Source: an optimization exercise on an open RTL-to-GDS flow (aim: small area). Production flows keep margins and buffers that such runs may drop.
In this exercise RTL edits were held to simulation tests only and were not proved equivalent to the original.
Power figures rest on the tool's default switching activity, not on a simulated workload.

`flow/config.mk`:
```
export PLATFORM = sky130hd
export DESIGN_NAME = spinor_cmd
export DESIGN_NICKNAME = spinor_cmd
export VERILOG_FILES = /design/flow/design.v
export SDC_FILE = /design/flow/constraint.sdc
export NUM_CORES = 4
export LEC_CHECK = 0
export CAP_MARGIN = 20
export CORE_MARGIN = 2
export CORE_UTILIZATION = 40
export SLEW_MARGIN = 20
```
`flow/constraint.sdc`:
```
create_clock -name core_clock -period 10.0 [get_ports {clk}]
set_input_delay 2.0000 -clock core_clock [delete_from_list [all_inputs] [get_ports {clk}]]
set_output_delay 2.0000 -clock core_clock [all_outputs]
set_load 0.01 [all_outputs]
```
`flow/design.v`:
```
module spinor_cmd (
    input  wire        clk,
    input  wire        rst_n,
    input  wire [1:0]  ev_kind,
    input  wire [1:0]  ev_wcode,
    input  wire [7:0]  ev_data,
    output reg         rx_valid,
    output reg  [7:0]  rx_data,
    output wire [3:0]  warn,
    output wire        sink_valid,
    output wire [24:0] sink_off,
    output wire [25:0] sink_len,
    output wire [2:0]  width_hint,
    output wire [24:0] mem_addr,
    input  wire [7:0]  mem_rdata,
    output reg         mem_we,
    output reg  [7:0]  mem_wdata,
    output reg         ers_valid,
    output wire [24:0] ers_base,
    output wire [25:0] ers_len
);
    localparam [2:0] S_IDLE = 3'd0, S_COLL = 3'd1, S_STRM = 3'd2,
                     S_DUMY = 3'd3, S_READ = 3'd4, S_PROG = 3'd5;
    localparam [3:0] C_WRSR = 4'd0, C_WEVCR = 4'd1, C_WVCR = 4'd2, C_WEAR = 4'd3,
                     C_WNVCR = 4'd4, C_AAI = 4'd5, C_RD = 4'd6, C_RDX2 = 4'd7,
                     C_RDX5 = 4'd8, C_DRD = 4'd9, C_PROG = 4'd10, C_E4 = 4'd11,
                     C_E32 = 4'd12, C_E64 = 4'd13;
    reg [2:0]  st;
    reg [24:0] pbuf;           
    reg [27:0] cur;            
    reg [16:0] dirty_pg;
    reg        dirty_v;
    reg        wel, rst_en, a4b, aai;
    reg [7:0]  ear, vcfg, evcfg;
    reg [15:0] nvcfg;
    reg [1:0]  lines_lg;
    reg        h2, h4;
    reg        s8, s12, s15, s16, s25;    
    reg        w0, w1, w3;
    assign warn = {w3, s15, w1, w0};    
    assign width_hint = {h4, h2, ~(h4 | h2)};
    assign sink_valid = s8 | s12 | s15 | s16 | s25;
    assign sink_len   = {s25, 8'd0, s16, s15, 2'd0, s12, 3'd0, s8, 8'd0};
    assign sink_off   = {pbuf[24:16], pbuf[15] & ~s16, pbuf[14:12] & ~{3{s15 | s16}},
                         pbuf[11:8] & {4{s8}}, 8'd0};
    assign mem_addr   = cur[27:3];
    wire xfer = rst_n & (ev_kind == 2'd1);
    wire sel  = rst_n & (ev_kind == 2'd2);
    wire bw   = rst_n & (ev_kind == 2'd3) & (ev_data[1:0] != 2'd3);
    wire [7:0] op = ev_data;
    wire [3:0] w      = 4'd1 << ev_wcode;
    wire [7:0] umask  = ~(8'hFF << w);
    wire [2:0] o_al   = cur[2:0] & ~(w[2:0] - 3'd1);
    wire [2:0] sh     = 3'd0 - o_al - w[2:0];         
    wire [7:0] fold   = (mem_rdata >> sh) & umask;
    wire [7:0] txs    = (ev_data & umask) << sh;
    wire [7:0] msk    = umask << sh;
    wire        adv      = xfer & ((st == S_READ) | (st == S_PROG));
    wire [2:0]  o_step   = cur[2:0] & ~({3{adv}} & (w[2:0] - 3'd1));
    wire [3:0]  off_next = {1'b0, o_step} + (w & {4{adv}});
    wire [25:0] cy;
    wire [27:0] cur_next;
    assign cy[0] = off_next[3];
    assign cur_next[2:0] = off_next[2:0];
    genvar gi;
    generate for (gi = 0; gi < 25; gi = gi + 1) begin : g_inc
        assign cy[gi+1] = cy[gi] & cur[3+gi];
        assign cur_next[3+gi] = cur[3+gi] ^ cy[gi];
    end endgenerate
    wire [16:0] cur_pg = cur[27:11];
    reg        k_known;
    always @(*) begin
        case (op)
            8'h01, 8'h02, 8'h03, 8'h04, 8'h05, 8'h06, 8'h0B, 8'h0C, 8'h12, 8'h13,
            8'h16, 8'h17, 8'h20, 8'h21, 8'h32, 8'h3B, 8'h3C, 8'h3E, 8'h52, 8'h5C,
            8'h60, 8'h61, 8'h65, 8'h66, 8'h6B, 8'h6C, 8'h70, 8'h81, 8'h85, 8'h90,
            8'h99, 8'h9F, 8'hA2, 8'hAD, 8'hB1, 8'hB5, 8'hB7, 8'hBB, 8'hBC, 8'hC5,
            8'hC7, 8'hC8, 8'hD8, 8'hDC, 8'hE9, 8'hEB, 8'hEC: k_known = 1'b1;
            default: k_known = 1'b0;
        endcase
    end
    reg        k_h2, k_h4, k_v4;
    reg [3:0]  k_cls, k_need;
    always @(*) begin
        k_h2 = 1'b0; k_h4 = 1'b0;
        case (op)
            8'h3B, 8'h3C, 8'hBB, 8'hBC, 8'hA2:        k_h2 = 1'b1;
            8'h6B, 8'h6C, 8'hEB, 8'hEC, 8'h32, 8'h3E: k_h4 = 1'b1;
            default: ;
        endcase
        case (op)
            8'h0C, 8'h12, 8'h13, 8'h21, 8'h3C, 8'h3E, 8'h5C, 8'h6C, 8'hBC, 8'hDC,
            8'hEC: k_v4 = 1'b1;
            default: k_v4 = 1'b0;
        endcase
        case (op)
            8'h01:                      k_cls = C_WRSR;
            8'h61:                      k_cls = C_WEVCR;
            8'h81:                      k_cls = C_WVCR;
            8'hC5, 8'h17:               k_cls = C_WEAR;
            8'hB1:                      k_cls = C_WNVCR;
            8'hAD:                      k_cls = C_AAI;
            8'h03, 8'h13:               k_cls = C_RD;
            8'hBB, 8'hBC:               k_cls = C_RDX2;
            8'hEB, 8'hEC:               k_cls = C_RDX5;
            8'h0B, 8'h0C, 8'h3B, 8'h3C, 8'h6B, 8'h6C: k_cls = C_DRD;
            8'h02, 8'h12, 8'h32, 8'h3E, 8'hA2: k_cls = C_PROG;
            8'h20, 8'h21:               k_cls = C_E4;
            8'h52, 8'h5C:               k_cls = C_E32;
            default:                    k_cls = C_E64;
        endcase
        case (op)
            8'h01, 8'h61, 8'h81, 8'hC5, 8'h17: k_need = 4'd1;
            8'hB1:                             k_need = 4'd2;
            8'hAD:                             k_need = 4'd3;
            8'hBB, 8'hBC:                      k_need = (k_v4 | a4b) ? 4'd6 : 4'd5;
            8'hEB, 8'hEC:                      k_need = (k_v4 | a4b) ? 4'd9 : 4'd8;
            default:                           k_need = (k_v4 | a4b) ? 4'd4 : 4'd3;
        endcase
    end
    reg [7:0] resp;
    reg [3:0] r_next;
    reg       r_end;
    always @(*) begin
        r_next = pbuf[3:0] + 4'd1;
        r_end  = 1'b0;
        case (pbuf[3:0])
            4'd0:  begin resp = {6'd0, wel, 1'b0}; r_next = 4'd0; end
            4'd1:  begin resp = {7'h40, a4b};      r_next = 4'd1; end
            4'd2:  begin resp = ear;       r_end = 1'b1; end
            4'd3:  resp = 8'h20;
            4'd4:  resp = 8'hBA;
            4'd5:  resp = 8'h19;
            4'd6:  resp = 8'h10;
            4'd7:  begin resp = 8'h44;     r_end = 1'b1; end
            4'd8:  resp = 8'h20;
            4'd9:  begin resp = 8'h18;     r_end = 1'b1; end
            4'd10: resp = nvcfg[7:0];
            4'd11: begin resp = nvcfg[15:8]; r_end = 1'b1; end
            4'd12: begin resp = vcfg;      r_end = 1'b1; end
            default: begin resp = evcfg;   r_end = 1'b1; end
        endcase
    end
    wire [3:0] cls = rx_data[7:4];
    wire [3:0] cnt = rx_data[3:0];
    wire       shift_en = (cls == C_RDX2) ? (cnt > 4'd2) :
                          (cls == C_RDX5) ? (cnt > 4'd5) : 1'b1;
    wire [24:0] tgt = shift_en ? {pbuf[16:0], ev_data} : pbuf;
    wire        p_shift = xfer & (st == S_COLL) & shift_en;
    wire       last = (cnt == 4'd1);
    reg [2:0]  n_st;
    reg        p_idle, p_strm, p_flush;
    reg [3:0]  p_code;
    reg        ld_cur;
    reg [16:0] n_dirty_pg;
    reg        n_dirty_v, n_wel, n_rst_en, n_a4b, n_aai;
    reg [7:0]  n_ear, n_vcfg, n_evcfg;
    reg [15:0] n_nvcfg;
    reg [1:0]  n_lines;
    reg        n_h2, n_h4;
    reg        n_rxv;
    reg [3:0]  n_warn;
    reg        n_s8, n_s12, n_s15, n_s16, n_s25;
    reg        e_bulk;
    always @(*) begin
        n_st = st; p_idle = 1'b0; p_strm = 1'b0; p_flush = 1'b0; p_code = {3'd0, ear[0]}; ld_cur = 1'b0; n_dirty_pg = dirty_pg; n_dirty_v = dirty_v;
        n_wel = wel; n_rst_en = rst_en; n_a4b = a4b; n_aai = aai;
        n_ear = ear; n_vcfg = vcfg; n_evcfg = evcfg; n_nvcfg = nvcfg;
        n_lines = lines_lg; n_h2 = h2; n_h4 = h4;
        n_rxv = 1'b0; n_warn = 4'd0;
        n_s8 = 1'b0; n_s12 = 1'b0; n_s15 = 1'b0; n_s16 = 1'b0; n_s25 = 1'b0;
        mem_we = 1'b0; mem_wdata = mem_rdata & (txs | ~msk);
        ers_valid = 1'b0; e_bulk = 1'b0;
        if (xfer) begin
            case (st)
            S_IDLE: begin
                n_rst_en = (op == 8'h66);
                p_idle = 1'b1;
                if (!k_known) begin
                    n_warn[0] = 1'b1;
                end else begin
                    n_h2 = k_h2; n_h4 = k_h4;
                    case (op)
                    8'h06: n_wel = 1'b1;
                    8'h04: begin n_wel = 1'b0; n_aai = 1'b0; end
                    8'h66: ;
                    8'h99: if (rst_en) begin
                        n_wel   = 1'b0;
                        n_aai   = 1'b0;
                        n_vcfg  = {nvcfg[15:12], (nvcfg[11:9] == 3'b111), 1'b0, 2'b11};
                        n_evcfg = {nvcfg[3], nvcfg[2], 1'b0, 1'b1, 1'b1, 3'b111};
                        n_a4b   = ~nvcfg[0];
                        n_ear   = {7'd0, ~nvcfg[1]};
                    end
                    8'hB7: n_a4b = 1'b1;
                    8'hE9: n_a4b = 1'b0;
                    8'hC7, 8'h60: begin
                        if (!wel) n_warn[1] = 1'b1;
                        else begin ers_valid = 1'b1; e_bulk = 1'b1; n_s25 = 1'b1; end
                    end
                    8'h05: begin n_st = S_STRM; p_code = 4'd0; end
                    8'h70: begin n_st = S_STRM; p_code = 4'd1; end
                    8'h16, 8'hC8: begin n_st = S_STRM; p_code = 4'd2; end
                    8'h9F: begin n_st = S_STRM; p_code = 4'd3; end
                    8'h90: begin n_st = S_STRM; p_code = 4'd8; end
                    8'hB5: begin n_st = S_STRM; p_code = 4'd10; end
                    8'h85: begin n_st = S_STRM; p_code = 4'd12; end
                    8'h65: begin n_st = S_STRM; p_code = 4'd13; end
                    8'hAD: n_st = aai ? S_PROG : S_COLL;
                    default: n_st = S_COLL;
                    endcase
                end
            end
            S_COLL: begin
                if (last) begin
                    n_st = S_IDLE;
                    case (cls)
                    C_WRSR:  n_wel = 1'b0;
                    C_WEVCR: if (wel) n_evcfg = ev_data;
                    C_WVCR:  if (wel) n_vcfg = ev_data;
                    C_WEAR:  if (wel) n_ear = ev_data;
                    C_WNVCR: if (wel) n_nvcfg = {ev_data, pbuf[7:0]};
                    default: begin
                        ld_cur = 1'b1;
                        case (cls)
                        C_AAI: begin n_aai = 1'b1; n_st = S_PROG; end
                        C_RD, C_RDX2, C_RDX5: n_st = S_READ;
                        C_DRD: begin
                            if (vcfg[7:4] != 4'd0) begin
                                n_st = S_DUMY;
                            end else n_st = S_READ;
                        end
                        C_PROG: n_st = S_PROG;
                        default: begin
                            if (!wel) n_warn[1] = 1'b1;
                            else begin
                                ers_valid = 1'b1;
                                n_s12 = (cls == C_E4);
                                n_s15 = (cls == C_E32);
                                n_s16 = (cls == C_E64);
                            end
                        end
                        endcase
                    end
                    endcase
                end
            end
            S_STRM: begin
                n_rxv = 1'b1;
                p_strm = 1'b1;
                if (r_end) n_st = S_IDLE;
            end
            S_READ: begin
                n_rxv = 1'b1;
            end
            S_PROG: begin
                if (!wel) n_warn[1] = 1'b1;
                else begin
                    n_warn[3] = |(txs & ~mem_rdata);
                    mem_we = 1'b1;
                    if (dirty_v && dirty_pg != cur_pg) begin
                        n_s8 = 1'b1;
                        p_flush = 1'b1;
                    end
                    n_dirty_v = 1'b1;
                    n_dirty_pg = cur_pg;
                end
            end
            default: begin  
                if (rx_data[5:0] == 6'd1) n_st = S_READ;
            end
            endcase
        end else if (sel) begin
            n_st = S_IDLE;
            n_h2 = 1'b0; n_h4 = 1'b0;
            if (!ev_data[0] && dirty_v) begin
                n_s8 = 1'b1;
                p_flush = 1'b1;
                n_dirty_v = 1'b0;
            end
        end else if (bw) begin
            n_lines = ev_data[1:0];
        end
    end
    wire [7:0] rx_dec = rx_data - {7'd0, xfer};
    reg  [5:0] resc;
    reg  [7:0] n_rxd;
    always @(*) begin
        case ({lines_lg, ev_data[1:0]})
            4'b01_00, 4'b10_01: resc = {rx_data[4:0], 1'b0};
            4'b10_00:           resc = {rx_data[3:0], 2'b00};
            4'b00_01, 4'b01_10: resc = {1'b0, rx_data[5:1]} + {5'd0, rx_data[0]};
            default:            resc = {2'b00, rx_data[5:2]} + {5'd0, |rx_data[1:0]};
        endcase
        case (st)
            S_IDLE: n_rxd = {k_cls, k_need};
            S_COLL: n_rxd = (xfer && last && cls == C_DRD) ? {4'd0, vcfg[7:4]} : rx_dec;
            S_STRM: n_rxd = resp;
            S_READ, S_PROG: n_rxd = fold;
            default: n_rxd = (bw && ev_data[1:0] != lines_lg) ? {2'b00, resc} : rx_dec;
        endcase
    end
    assign ers_len  = {e_bulk, 8'd0, n_s16, n_s15, 2'd0, n_s12, 12'd0};
    assign ers_base = e_bulk ? 25'd0 :
                      {tgt[24:16], tgt[15] & ~n_s16, tgt[14:12] & ~{3{n_s15 | n_s16}}, 12'd0};
    always @(posedge clk) begin
        if (!rst_n) begin
            st <= S_IDLE;
            dirty_v <= 1'b0;
            wel <= 1'b0; rst_en <= 1'b0; aai <= 1'b0;
            nvcfg <= 16'h8FFF;
            vcfg  <= 8'h8B;
            evcfg <= 8'hDF;
            a4b   <= 1'b0;
            ear   <= 8'h00;
            lines_lg <= 2'd0;
            h2 <= 1'b0; h4 <= 1'b0;
            rx_valid <= 1'b0;
            w0 <= 1'b0; w1 <= 1'b0; w3 <= 1'b0;
            s8 <= 1'b0; s12 <= 1'b0; s15 <= 1'b0; s16 <= 1'b0; s25 <= 1'b0;
        end else begin
            st <= n_st;
            dirty_v <= n_dirty_v;
            wel <= n_wel; rst_en <= n_rst_en; aai <= n_aai;
            nvcfg <= n_nvcfg; vcfg <= n_vcfg; evcfg <= n_evcfg;
            a4b <= n_a4b; ear <= n_ear;
            lines_lg <= n_lines;
            h2 <= n_h2; h4 <= n_h4;
            rx_valid <= n_rxv;
            w0 <= n_warn[0]; w1 <= n_warn[1]; w3 <= n_warn[3];
            s8 <= n_s8; s12 <= n_s12; s15 <= n_s15; s16 <= n_s16; s25 <= n_s25;
        end
    end
    always @(posedge clk) begin
        pbuf[24:8] <= ({17{p_shift}} & pbuf[16:0]) | ({17{p_flush}} & dirty_pg) |
                      ({17{~(p_shift | p_idle | p_flush)}} & pbuf[24:8]);
        pbuf[7:4]  <= ({4{p_shift}} & ev_data[7:4]) | ({4{~(p_shift | p_idle)}} & pbuf[7:4]);
        pbuf[3:0]  <= ({4{p_shift}} & ev_data[3:0]) | ({4{p_idle}} & p_code) |
                      ({4{p_strm}} & r_next) | ({4{~(p_shift | p_idle | p_strm)}} & pbuf[3:0]);
        cur <= ld_cur ? {tgt, 3'b000} : cur_next;
        dirty_pg <= n_dirty_pg;
        rx_data <= n_rxd;
    end
endmodule
```
`flow/run.sh`:
```
#!/bin/bash
# synth_recipe.tcl (not shown) runs the flow's synth.tcl, then flattens the netlist and writes it again
# the make line also repeats each setting of config.mk as NAME=value (left out here)
make -C /OpenROAD-flow-scripts/flow DESIGN_CONFIG=/design/flow/config.mk WORK_HOME=/design/flow/orfs CLKGATE_MAP_FILE= SYNTH_SCRIPT=/design/flow/synth_recipe.tcl finish
```
==> PnR_summary.wiki <==
{| class="wikitable"
! Metric !! Value
|-
| Area of the core region || 25300 um2
|-
| Final clock skew || 0.0141 ns
|-
| CTS H-Tree Depth || 4
|-
| CTS root buffer || sky130_fd_sc_hd__clkbuf_16
|-
| Leak || 4.55 nW
|-
| Number of buffers inserted by port buffering || 112
|-
| Detailed Route WL || 32400 um
|-
| Shortest clock period the worst path allows after layout || 8.66 ns
|-
| Setup crit start kind || input port
|-
| Fraction of layout instances using a drive strength above 1 || 6.28%
|-
| Type of the tightest min-delay check || flip-flop to flip-flop
|-
| IO Pins || 176
|-
| Average cell area after synthesis || 7.95 um2
|-
| Number of buffers and inverters on the critical path || 2
|-
| Max_slew headroom || 29.8%
|-
| Largest net degree at the start of global routing || 54
|-
| Type of the worst setup path || input port to flip-flop
|-
| Share of the synthesized area in the top cell type || 23.6%
|-
| Clock network power share || 45.1%
|-
| Delay of the slowest cell on the worst path || 0.58 ns
|-
| Starting DRC count in detailed routing || 918
|-
| Vias in the first global route || 8568
|-
| Number of warnings issued by yosys || 1
|-
| Number of unique standard cell types used by synthesis || 89
|-
| Most common library cell in the layout ignoring fill and taps || sky130_fd_sc_hd__nand2_1
|-
| Die footprint || 27100 um2
|-
| Kind of capture point of the worst setup path || flip-flop
|-
| Data required time of the worst path || 10.29 ns
|-
| Sw frac || 30.9%
|-
| Internal || 0.000979 W
|-
| # nets final || 1375
|-
| Crit-path max FO || 11
|-
| Global-route wire length before repair || 49900 um
|-
| Actual slew at the worst max-slew pin || 1.05 ns
|-
| Outcome || finished clean
|-
| Highest clock frequency the design can meet || 116 MHz
|-
| Inserted Clock Buffers || 17
|-
| Kind of cell with the highest combined delay on the critical path || adder cells
|-
| Clock tree buffer depth || 2
|-
| Cell type with the largest total area after synthesis || sky130_fd_sc_hd__dfxtp_1
|-
| Starting Density || 40.9%
|-
| TritonCTS clock tree || built
|-
| Initial antenna violation count || 0
|-
| Vert. Die Dim || 165 um
|-
| Number of vias per cell after detailed routing || 5.74
|-
| Most frequent cells in the layout || sky130_fd_sc_hd__nand2_1 (140), sky130_fd_sc_hd__dfxtp_1 (122), sky130_fd_sc_hd__clkdlybuf4s50_1 (112)
|-
| Clk slew on worst S/H paths || 0.07 ns
|-
| Net load switching power || 0.000437 W
|-
| Startpoint of the worst setup timing path || ev_wcode[0]
|-
| Antenna-violating nets left || 0
|-
| Hold Crit Start || ear[1]
|-
| Part of the Yosys area used for sequential elements || 28.6%
|-
| Netlist Area Pre-Place || 10300 um2
|-
| Unrepaired setup endpoints after global routing || false
|-
| Crit path DAT || 8.95 ns
|-
| Number of synthesized register bits || 139
|-
| Fill count || 2536
|-
| Synthesized instance count || 1300
|-
| Peak supply drop || 0.0000795 V
|-
| # hold bufs at CTS || 0
|-
| # resized after CTS || 0
|-
| Wire per inst || 19.6 um
|-
| Most area-consuming cells after synthesis || sky130_fd_sc_hd__dfxtp_1 (24%), sky130_fd_sc_hd__buf_4 (8.4%), sky130_fd_sc_hd__ha_1 (5.2%)
|-
| Sinks on the clock net || 139
|-
| DP Wirelength || 22900 um
|-
| Max Cap Violations || 0
|-
| Post-route setup TNS || 0 ns
|-
| Startpoint of the worst register-to-register path || st[2]
|-
| Combinational cell fraction of total power || 13.7%
|-
| Synth-to-Final Area Change || 12.3%
|-
| Share of the cycle needed by the critical path after routing || 86.6%
|-
| Library cell contributing the largest single delay on the critical path || sky130_fd_sc_hd__clkdlybuf4s50_1
|-
| Insertion delay of the later-clocked pin in the worst-skew pair || 0.44 ns
|-
| Total via count after detailed routing || 9478
|-
| Global Route Usage Sum || 23.9%
|-
| Ratio of total power to cell area || 122 nW/um2
|-
| Total overflow reported by the global router || 0
|-
| Overall die width || 165 um
|-
| Hold_ws || 0.471 ns
|-
| Placer congestion estimate || 0.912
|-
| Number of search-and-repair iterations in the first detailed-routing pass || 5
|-
| Post-synth EDFFs || 17
|-
| Most frequent cell on the critical path || sky130_fd_sc_hd__ha_1
|-
| Number of pins exceeding their max-slew limit in the final report || 0
|-
| Final hold violations || 0
|-
| Count of standard-cell rows || 58
|-
| Top FF cell, synth || sky130_fd_sc_hd__dfxtp_1
|-
| Antenna fix cells || 0
|-
| Final setup viols || 0
|-
| Async S/R FF share, synth || 0%
|-
| Drc violations || 0
|-
| Power share of the sequential group || 41.2%
|-
| Number of buffers inserted to repair setup after CTS || 0
|}
tightest hold or removal path: stages (launching register included):
cell and delay [ns]:
sky130_fd_sc_hd__dfxtp_1 0.31, sky130_fd_sc_hd__nand2b_1 0.06, sky130_fd_sc_hd__a21oi_1 0.05
final timing paths:
path                            slack (ns)  cells past startpoint       to
worst min register to register        0.47                      2   ear[1]
worst max-delay path                  1.34                     36  cur[27]
worst max register to register        3.03                     34  cur[27]
worst min-delay path                  0.47                      2   ear[1]
routing by layer:
layer	share of wire (%)	up-vias	track usage [%]
li1	-	4507	-
met1	45	4448	33.7
met2	44	476	37.0
met3	8.5	47	4.45
met4	2.6	0	7.11
met5	0	-	0
area by class of cell:
| class | instances | area, um2 | area share (%) |
|---|---|---|---|
| repair buffers | 134 | 1290 | 11.1 |
| well taps | 330 | 413 | 3.56 |
| clock buffers | 17 | 425 | 3.66 |
| multi-input cells | 996 | 6280 | 54.1 |
| clock inverters | 15 | 169 | 1.46 |
| flip-flops and latches | 139 | 2950 | 25.4 |
| inverters | 21 | 78.8 | 0.679 |
through the flow:
stage          setup WS [ns]  cells  area (um2)  util (%)  total power, W
2_1_floorplan           1.72   1362       10600         -        0.000743
3_5_place_dp           0.893   1619       11000      43.6        0.000787
4_1_cts                 1.30   1651       11600      45.9         0.00142
6_report                1.34   1652       11600      46.0         0.00142
5_1_grt                0.836   1652       11600      46.0         0.00147
3_3_place_gp           0.992   1619       11000      43.5        0.000786
cells in the mapped netlist, drive strengths merged (6+ instances only):
library cell and count:
a211o 8, a211oi 7, a21o 21, a21oi 76
a22o 19, a31oi 17, a32oi 6, and2 25
and3 9, buf 157, clkbuf 49, dfxtp 122
edfxtp 17, ha 43, inv 19, mux2i 51
nand2 140, nand2b 22, nand3 46, nand3b 8
nand4 8, nor2 102, nor2b 16, nor3 31
nor3b 8, nor4 11, nor4bb 8, o211ai 13
o21ai 85, o22ai 8, or3 10, xnor2 32
xor2 8
flip-flops by register name, summed over array words and instances, names as in the netlist, 2 cells and up:
register and flops:
cur 28, pbuf 25, dirty_pg 17, nvcfg 16, ear 8, evcfg 8
rx_data 8, vcfg 8, st 3, lines_lg 2
cells by family (layout without fill, tap and decap cells):
family	Yosys count	count (layout)	share of synthesized area, %
XOR/XNOR	40	40	3.39
other	1	63	0.0363
flip-flops	139	139	28.6
adder cells (fa/ha/maj)	44	44	5.40
multiplexers	54	54	5.38
buffers and inverters	227	187	13.1
AND/OR/NAND/NOR	477	477	23.7
AO/OA/AOI/OAI	318	318	20.4
power groups by stage:
stage	registers, W	logic (W)	clock network [W]
2_1_floorplan	0.000589	0.000154	0
3_3_place_gp	0.000597	0.000189	0
3_5_place_dp	0.000597	0.000190	0
4_1_cts	0.000584	0.000191	0.000644
5_1_grt	0.000585	0.000212	0.000672
6_report	0.000584	0.000194	0.000639

separate check: timing with driven ports:
Ports are ideal in the flow. The routed layout listed here was re-timed in OpenROAD. Step 1, drivers: a clkbuf_16 drives clk and a buf_2 each remaining input, both assumed. Step 2 moves the port delays by t, midway between the first and last clock arrival at a register: inputs arrive t later, outputs are due t later. That takes back most of the time a late clock gives input paths. Slacks: ideal ports / drivers / drivers and shift; pairs: ideal ports / drivers.
t, ns: 0.479
setup WS [ns]: 1.343 / 1.365 / 0.886
worst hold slack (ns): 0.471 / 0.471 / 0.471
worst setup path after step 2: input to register
clock arrival spread, ns: 0.015 / 0.014
After both steps setup and hold are still met in this run. The setup slack of this run moves by +0.022 ns with the drivers and by -0.457 ns with both steps.
